Source: an optimization exercise on an open RTL-to-GDS flow (aim: small area, a short achievable clock period and few clock cycles). Production flows keep margins and buffers that such runs may drop. Function was checked by simulation only, so behaviour that the tests miss may differ from the original. Power figures rest on the tool's default switching activity, not on a simulated workload.

<file path="design/flow/config.mk">
export PLATFORM = sky130hd
export DESIGN_NAME = sipfc_codec
export DESIGN_NICKNAME = sipfc_codec
export VERILOG_FILES = /design/flow/design.v
export SDC_FILE = /design/flow/constraint.sdc
export NUM_CORES = 4
export LEC_CHECK = 0
export CAP_MARGIN = 20
export CORE_MARGIN = 2
export CORE_UTILIZATION = 40
export SLEW_MARGIN = 20
</file>
<file path="design/flow/constraint.sdc">
create_clock -name core_clock -period 10.0 [get_ports {clk}]
set_input_delay 2.0000 -clock core_clock [delete_from_list [all_inputs] [get_ports {clk}]]
set_output_delay 2.0000 -clock core_clock [all_outputs]
set_load 0.01 [all_outputs]
</file>
<file path="design/flow/design.v">
module sipfc_codec #(
    parameter DEC_CAP = 64,    
    parameter ENC_CAP = 64     
) (
    input  wire        clk,
    input  wire        rst,
    input  wire        req_valid,
    output wire        req_ready,
    input  wire [11:0] req_word,
    output reg         rsp_valid,
    input  wire        rsp_ready,
    output reg  [2:0]  rsp_status,
    output reg  [15:0] rsp_data,
    output reg         rsp_empty,
    output reg         rsp_last,
    output reg         fault
);
    localparam [15:0] SEED = 16'h147A;
    localparam [7:0]  START = 8'hFE;
    localparam [7:0]  ENDB  = 8'h0D;
    localparam [7:0]  ESC   = 8'hF0;
    localparam [2:0] S0 = 3'd0, S1 = 3'd1, S2 = 3'd2, S3 = 3'd3, S4 = 3'd4, S5 = 3'd5;
    localparam [3:0] OP_CK_INIT   = 4'h0,
                     OP_CK_ADD    = 4'h1,
                     OP_CK_READ   = 4'h2,
                     OP_ENC_ADD   = 4'h3,
                     OP_ENC_FRAME = 4'h4,
                     OP_DEC_ADD   = 4'h5,
                     OP_DEC_FRAME = 4'h6,
                     OP_DEC_RESET = 4'h7;
    localparam LW = $clog2(ENC_CAP > DEC_CAP ? ENC_CAP + 1 : DEC_CAP + 1);
    function [15:0] ckstep(input [15:0] v, input [7:0] b);
        reg [15:0] r;
        begin
            r = {v[14:0], v[15]} ^ 16'hFFFF;
            ckstep = r + {8'h00, r[15:8]} + {8'h00, b};
        end
    endfunction
    reg [15:0]   ck;
    reg [15:0]   enc_ck;
    reg [7:0]    enc_buf [0:ENC_CAP-1];
    reg [LW-1:0] enc_len;
    reg [2:0]    dec_state;
    reg [7:0]    dec_buf [0:DEC_CAP-1];
    reg [LW-1:0] dec_len;
    localparam [1:0] M_IDLE = 2'd0, M_ONE = 2'd1, M_ENC = 2'd2, M_DEC = 2'd3;
    reg [1:0]    mode;
    reg [LW-1:0] idx;         
    reg [LW-1:0] str_len;     
    reg [LW-1:0] str_body;    
    reg [7:0]    tail [0:5];  
    assign req_ready = (mode == M_IDLE) && !fault;
    wire accept = req_valid && req_ready;
    wire [3:0] op   = req_word[11:8];
    wire [7:0] data = req_word[7:0];
    wire       data_zero = (data == 8'h00);
    reg legal;
    always @(*) begin
        case (op)
            OP_CK_ADD, OP_ENC_ADD, OP_DEC_ADD:                 legal = 1'b1;
            OP_CK_INIT, OP_CK_READ, OP_ENC_FRAME,
            OP_DEC_FRAME, OP_DEC_RESET:                        legal = data_zero;
            default:                                           legal = 1'b0;
        endcase
    end
    wire [LW-1:0] enc_base    = (enc_len == 0) ? 2 : enc_len;
    wire [LW:0]   enc_add_len = enc_base + ((data == START) ? 2 : 1);
    wire          enc_add_ovf = enc_add_len > ENC_CAP;
    wire [7:0] ck_hi = enc_ck[15:8];
    wire [7:0] ck_lo = enc_ck[7:0];
    wire       hi_esc = (ck_hi == START);
    wire       lo_esc = (ck_lo == START);
    wire [2:0] tail_len = 3'd4 + hi_esc + lo_esc;
    wire [LW:0] frame_len = enc_len + {{(LW-2){1'b0}}, tail_len};
    wire       enc_frame_ovf = frame_len > ENC_CAP;
    reg [7:0] tail_n [0:5];
    always @(*) begin
        tail_n[0] = ck_hi;
        tail_n[1] = hi_esc ? ESC : ck_lo;
        tail_n[2] = hi_esc ? ck_lo : (lo_esc ? ESC : START);
        tail_n[3] = 8'h00;
        tail_n[4] = 8'h00;
        tail_n[5] = 8'h00;
        if (hi_esc && lo_esc) begin
            tail_n[3] = ESC;
            tail_n[4] = START;
            tail_n[5] = ENDB;
        end else if (hi_esc || lo_esc) begin
            tail_n[3] = START;
            tail_n[4] = ENDB;
        end else begin
            tail_n[3] = ENDB;
        end
    end
    localparam [1:0] A_KEEP = 2'd0, A_APPEND = 2'd1, A_CLEAR = 2'd2;
    reg [2:0] dec_cur;
    reg [2:0] dec_nxt;
    reg [1:0] dec_act;
    reg [7:0] dec_byte;
    reg       dec_done;
    always @(*) begin
        dec_cur  = (dec_state == S5) ? S0 : dec_state;
        dec_nxt  = dec_cur;
        dec_act  = (dec_state == S5) ? A_CLEAR : A_KEEP;
        dec_byte = data;
        dec_done = 1'b0;
        case (dec_cur)
            S0: dec_nxt = (data == START) ? S1 : S0;
            S1: dec_nxt = (data == START) ? S2 : S0;
            S2: begin
                if (data != START) begin
                    dec_nxt = S3;
                    dec_act = A_APPEND;
                end
            end
            S3: begin
                if (data == START) dec_nxt = S4;
                else               dec_act = A_APPEND;
            end
            S4: begin
                if (data == START) begin
                    dec_nxt = S2;
                    dec_act = A_CLEAR;
                end else if (data == ENDB) begin
                    dec_nxt  = S5;
                    dec_done = 1'b1;
                end else if (data == ESC) begin
                    dec_nxt  = S3;
                    dec_act  = A_APPEND;
                    dec_byte = START;
                end else begin
                    dec_nxt = S0;
                    dec_act = A_CLEAR;
                end
            end
            default: dec_nxt = S0;
        endcase
    end
    wire dec_add_ovf = (dec_act == A_APPEND) && (dec_len == DEC_CAP);
    wire overflow = (op == OP_ENC_ADD   && enc_add_ovf) ||
                    (op == OP_ENC_FRAME && data_zero && enc_frame_ovf) ||
                    (op == OP_DEC_ADD   && dec_add_ovf);
    wire [7:0] enc_beat = (idx < str_body) ? enc_buf[idx] : tail[idx - str_body];
    wire [7:0] dec_beat = dec_buf[idx];
    reg [15:0] one_data;
    always @(*) begin
        rsp_data = one_data;
        if (mode == M_ENC) rsp_data = {8'h00, enc_beat};
        if (mode == M_DEC) rsp_data = {8'h00, dec_beat};
    end
    integer i;
    always @(posedge clk) begin
        if (rst) begin
            ck         <= SEED;
            enc_ck     <= SEED;
            enc_len    <= 0;
            dec_state  <= S0;
            dec_len    <= 0;
            mode       <= M_IDLE;
            idx        <= 0;
            str_len    <= 0;
            str_body   <= 0;
            rsp_valid  <= 1'b0;
            rsp_status <= 3'd0;
            rsp_empty  <= 1'b0;
            rsp_last   <= 1'b0;
            one_data   <= 16'h0000;
            fault      <= 1'b0;
        end else if (accept) begin
            if (legal && overflow) begin
                fault <= 1'b1;
            end else begin
                rsp_valid  <= 1'b1;
                rsp_status <= legal ? 3'd0 : 3'd1;
                rsp_empty  <= 1'b1;
                rsp_last   <= 1'b1;
                one_data   <= 16'h0000;
                mode       <= M_ONE;
                idx        <= 0;
                if (legal) begin
                    case (op)
                        OP_CK_INIT: ck <= SEED;
                        OP_CK_ADD:  ck <= ckstep(ck, data);
                        OP_CK_READ: begin
                            rsp_empty <= 1'b0;
                            one_data  <= ck;
                        end
                        OP_ENC_ADD: begin
                            enc_ck <= ckstep(enc_ck, data);
                            if (enc_len == 0) begin
                                enc_buf[0] <= START;
                                enc_buf[1] <= START;
                            end
                            enc_buf[enc_base] <= data;
                            if (data == START)
                                enc_buf[enc_base + 1] <= ESC;
                            enc_len <= enc_add_len[LW-1:0];
                        end
                        OP_ENC_FRAME: begin
                            for (i = 0; i < 6; i = i + 1)
                                tail[i] <= tail_n[i];
                            str_body  <= enc_len;
                            str_len   <= frame_len[LW-1:0];
                            mode      <= M_ENC;
                            rsp_empty <= 1'b0;
                            rsp_last  <= 1'b0;
                            enc_len   <= 0;
                            enc_ck    <= SEED;
                        end
                        OP_DEC_ADD: begin
                            rsp_empty <= 1'b0;
                            one_data  <= {15'd0, dec_done};
                            dec_state <= dec_nxt;
                            case (dec_act)
                                A_APPEND: begin
                                    dec_buf[dec_len] <= dec_byte;
                                    dec_len <= dec_len + 1;
                                end
                                A_CLEAR: dec_len <= 0;
                                default: ;
                            endcase
                        end
                        OP_DEC_FRAME: begin
                            if (dec_len != 0) begin
                                str_len   <= dec_len;
                                mode      <= M_DEC;
                                rsp_empty <= 1'b0;
                                rsp_last  <= (dec_len == 1);
                            end
                        end
                        OP_DEC_RESET: begin
                            dec_state <= S0;
                            dec_len   <= 0;
                        end
                        default: ;
                    endcase
                end
            end
        end else if (rsp_valid && rsp_ready) begin
            if (rsp_last) begin
                rsp_valid <= 1'b0;
                rsp_last  <= 1'b0;
                mode      <= M_IDLE;
            end else begin
                idx      <= idx + 1;
                rsp_last <= (idx + 2 == str_len);
            end
        end
    end
endmodule
</file>
<file path="design/flow/run.sh">
#!/bin/bash
# synth_recipe.tcl (not shown) runs the flow's synth.tcl, then flattens the netlist and writes it again
# the make line also repeats each setting of config.mk as NAME=value (left out here)
make -C /OpenROAD-flow-scripts/flow DESIGN_CONFIG=/design/flow/config.mk WORK_HOME=/design/flow/orfs CLKGATE_MAP_FILE= SYNTH_SCRIPT=/design/flow/synth_recipe.tcl finish
</file>
==> impl_metrics.yaml <==
status:
  status: "timing/DRC/antenna clean"
global_route:
  grt_pass1_vias: 33673
  grt_usage_pct: 23.8
  antenna_found_initial: 6
  grt_pass1_wl_um: 233000
  grt_max_degree: 114
  gr-total-overflow: 0
cts:
  clkLatencyLatePin_ps: 770
  cts_buffer_depth: 3
  cts_hold_buf: 0
  post_cts_buffers: 0
  cts-resized-gates: 0
  cts_sinks: 1153
  htree_levels: 3
  clk_pin_slew_ps: 60
  cts_tree: "built"
  numCtsBuffers: 120
  cts_root_buf: "clkbuf_16"
power:
  seq_power_share_pct: 49.6
  p_clk_share_pct: 47.1
  power_density_nw_per_um2: 174
  fin_total_pwr_mw: 10.0
  power_leakage_nw: 24.1
  p_comb_share_pct: 3.3
  switchingPower_mw: 2.22
  switching_share_pct: 22.2
  max-vdd-ir-drop_mv: 0.150
  p_int_mw: 7.79
drt:
  ant_nets: 0
  drt_iter0_markers: 3999
  wl_per_cell_um: 26.9
  drc: 0
  dr.pass1.iters: 6
  viasPerCell: 5.94
  routed_wirelength_um: 157000
  num_vias: 34806
critical_path:
  cp.required_ps: 8000
  worstPathArrival_ps: 5460
  worst-setup-path-type: "reg -> out"
  critPathMaxFanout: 113
  start_kind: "register"
  endpoint_kind: "primary output"
synth:
  syn_area_per_cell_um2: 12.5
  synth-seq-cells: 1153
  synth-edff-count: 542
  ys.flop_type: "dfxtp_1"
  synth_area_leaders: "edfxtp_1 32%, dfxtp_1 24%, mux4_2 11%"
  ys_types: 89
  yosys.area.top_type: "edfxtp_1"
  syn_inst: 4112
  yosysSeqAreaShare_pct: 55.7
  yosysTopAreaCellShare_pct: 31.8
  async_reset_ff_share_pct: 0
  yosys_warnings: 3
  syn_area_um2: 51200
timing:
  relSlewSlack_pct: 21.8
  max_freq_mhz: 134
  period_share_pct: 74.6
  fin_hold_ws_ps: 456
  rsz0062_at_grt: "no"
  setup-tns-final_ps: 0
  report.final.slew_viol_count: 0
  worst_pin_slew_ps: 1170
  period_minus_slack_ps: 7460
  setup_viol: 0
  final.setup_skew_ps: 35.7
  finalHoldViolations: 0
floorplanning:
  ios: 40
  dieHeight_um: 362
  fp.dieArea_um2: 131000
  num_rows: 131
  initial_core_util_pct: 40.2
  dieWidth_um: 362
  core_um2: 127000
final_layout:
  fin_cells: 5855
  multiInputGateArea_um2: 21400
  layout_commonest_cell: "dfxtp_1"
  nets: 4160
  regArea_um2: 28500
  syn2layout_area_growth_pct: 12.2
  final_cell_mix: "607 x dfxtp_1, 559 x mux2i_1, 542 x edfxtp_1, 417 x nor2_1, 392 x nand2_1"
  drive_gt1_share_pct: 14.1
  nFillCells: 11431
  final_util_pct: 45.1
placed_design:
  portBuffers: 37
  placed_cells: 5628
  place_hpwl_um: 105000
  routabilityCongestion: 0.932
job:
  maxCapViolations: 0
min_path:
  hp-class: "reg -> reg"
[power by group through the flow]
| stage | Combinational, mW | Clock [mW] | Sequential [mW] |
|---|---|---|---|
| 2_1_floorplan | 0.218 | 0 | 5.06 |
| 3_3_place_gp | 0.331 | 0 | 5.06 |
| 3_5_place_dp | 0.332 | 0 | 5.06 |
| 4_1_cts | 0.334 | 4.77 | 4.96 |
| 5_1_grt | 0.358 | 4.97 | 4.96 |
| 6_report | 0.334 | 4.71 | 4.96 |
[worst max-delay path, stage by stage, from the launching register on]
cell	delay (ps)
dfxtp_4	630
buf_12	660
mux4_2	640
mux4_2	550
a22o_1	280
a221oi_1	770
o31ai_1	410
clkdlybuf4s50_1	580
[cells by family after synthesis]
group,Yosys count,synth area share (%)
compound gates,403,5.45
xor+xnor,41,0.701
fa+ha+maj,55,1.65
buf+inv,327,2.67
flops,1153,55.7
mux,814,22.0
other cells,1,0.00732
simple gates,1318,11.8
[per-stage QoR]
stage | setup slack, ps | cell area, um2
2_1_floorplan | 2210 | 51200
3_3_place_gp | 2690 | 53200
4_1_cts | 2600 | 57500
5_1_grt | 2320 | 57500
3_5_place_dp | 2510 | 53200
6_report | 2540 | 57500
[layer usage]
| layer | GRT usage (%) | share of wire, % |
|---|---|---|
| met1 | 33.0 | 42 |
| met2 | 36.2 | 45 |
| met3 | 4.79 | 8.8 |
| met5 | 0 | 0.024 |
| met4 | 10.2 | 4.6 |
[final timing paths]
| check | to | cells after the start | slack [ps] | from |
|---|---|---|---|---|
| max | rsp_data[0] | 7 | 2540 | register |
| min | enc_buf[63][0] | 2 | 460 | enc_buf[63][0] |
| max reg2reg | dec_buf[25][7] | 15 | 4350 | enc_ck[13] |
| min reg2reg | enc_buf[63][0] | 2 | 460 | enc_buf[63][0] |
[sequential cells by signal, indices dropped and copies added (netlist names), 2 cells and up, named ones only]
| name | flops |
|---|---|
| enc_len | 7 |
| str_len | 7 |
| dec_state | 3 |
| mode | 2 |
| ck | 16 |
| dec_len | 7 |
| enc_ck | 16 |
| tail | 30 |
| str_body | 7 |
| idx | 7 |
| dec_buf | 512 |
| one_data | 16 |
| enc_buf | 512 |
[cell type report]
cell class / instances / area share, %
Clock buffer: 159 / 5.88
Antenna cell: 1 / 0.00435
Timing Repair Buffer: 111 / 1.68
Tap cell: 1662 / 3.62
Sequential cell: 1153 / 49.6
Inverter: 70 / 0.457
Clock inverter: 66 / 1.46
Multi-Input combinational cell: 2633 / 37.3
[Yosys cell counts (67+ instances only)]
library cell	count
mux2i_1	559
a21oi_1	81
nand3_1	135
nand4_1	74
inv_1	67
edfxtp_1	542
nand2_1	393
nor2_1	420
dfxtp_1	611
clkbuf_1	165
mux4_2	250
nor3_1	108
Testbench counts, summed over its fixed seeds: cycles 64,003.

==> static timing again, ports no longer ideal <==
No port has a modelled driver above. Below, the same layout with a new extraction and two added sets of constraints.
Step 1 assumes that a clkbuf_16 drives the clock port and a buf_2 every other input.
Step 2, shift: input delay + t, output delay - t, t = (earliest + latest rising clock arrival at the registers) / 2. This alone moves slack from input paths to output paths.
Three values: ideal ports, drivers, drivers and shift; two values: the first two.
t, ns: 0.821
slack for setup (ns): 2.543 / 2.470 / 2.370
worst hold slack (ns): 0.456 / 0.456 / 0.456
worst setup path at the end: input to register
latest minus earliest clock arrival (ns): 0.038 / 0.038
After both steps setup and hold are still met in this run. For this run, drivers alone change the setup slack by -0.073 ns; drivers and shift together by -0.173 ns.
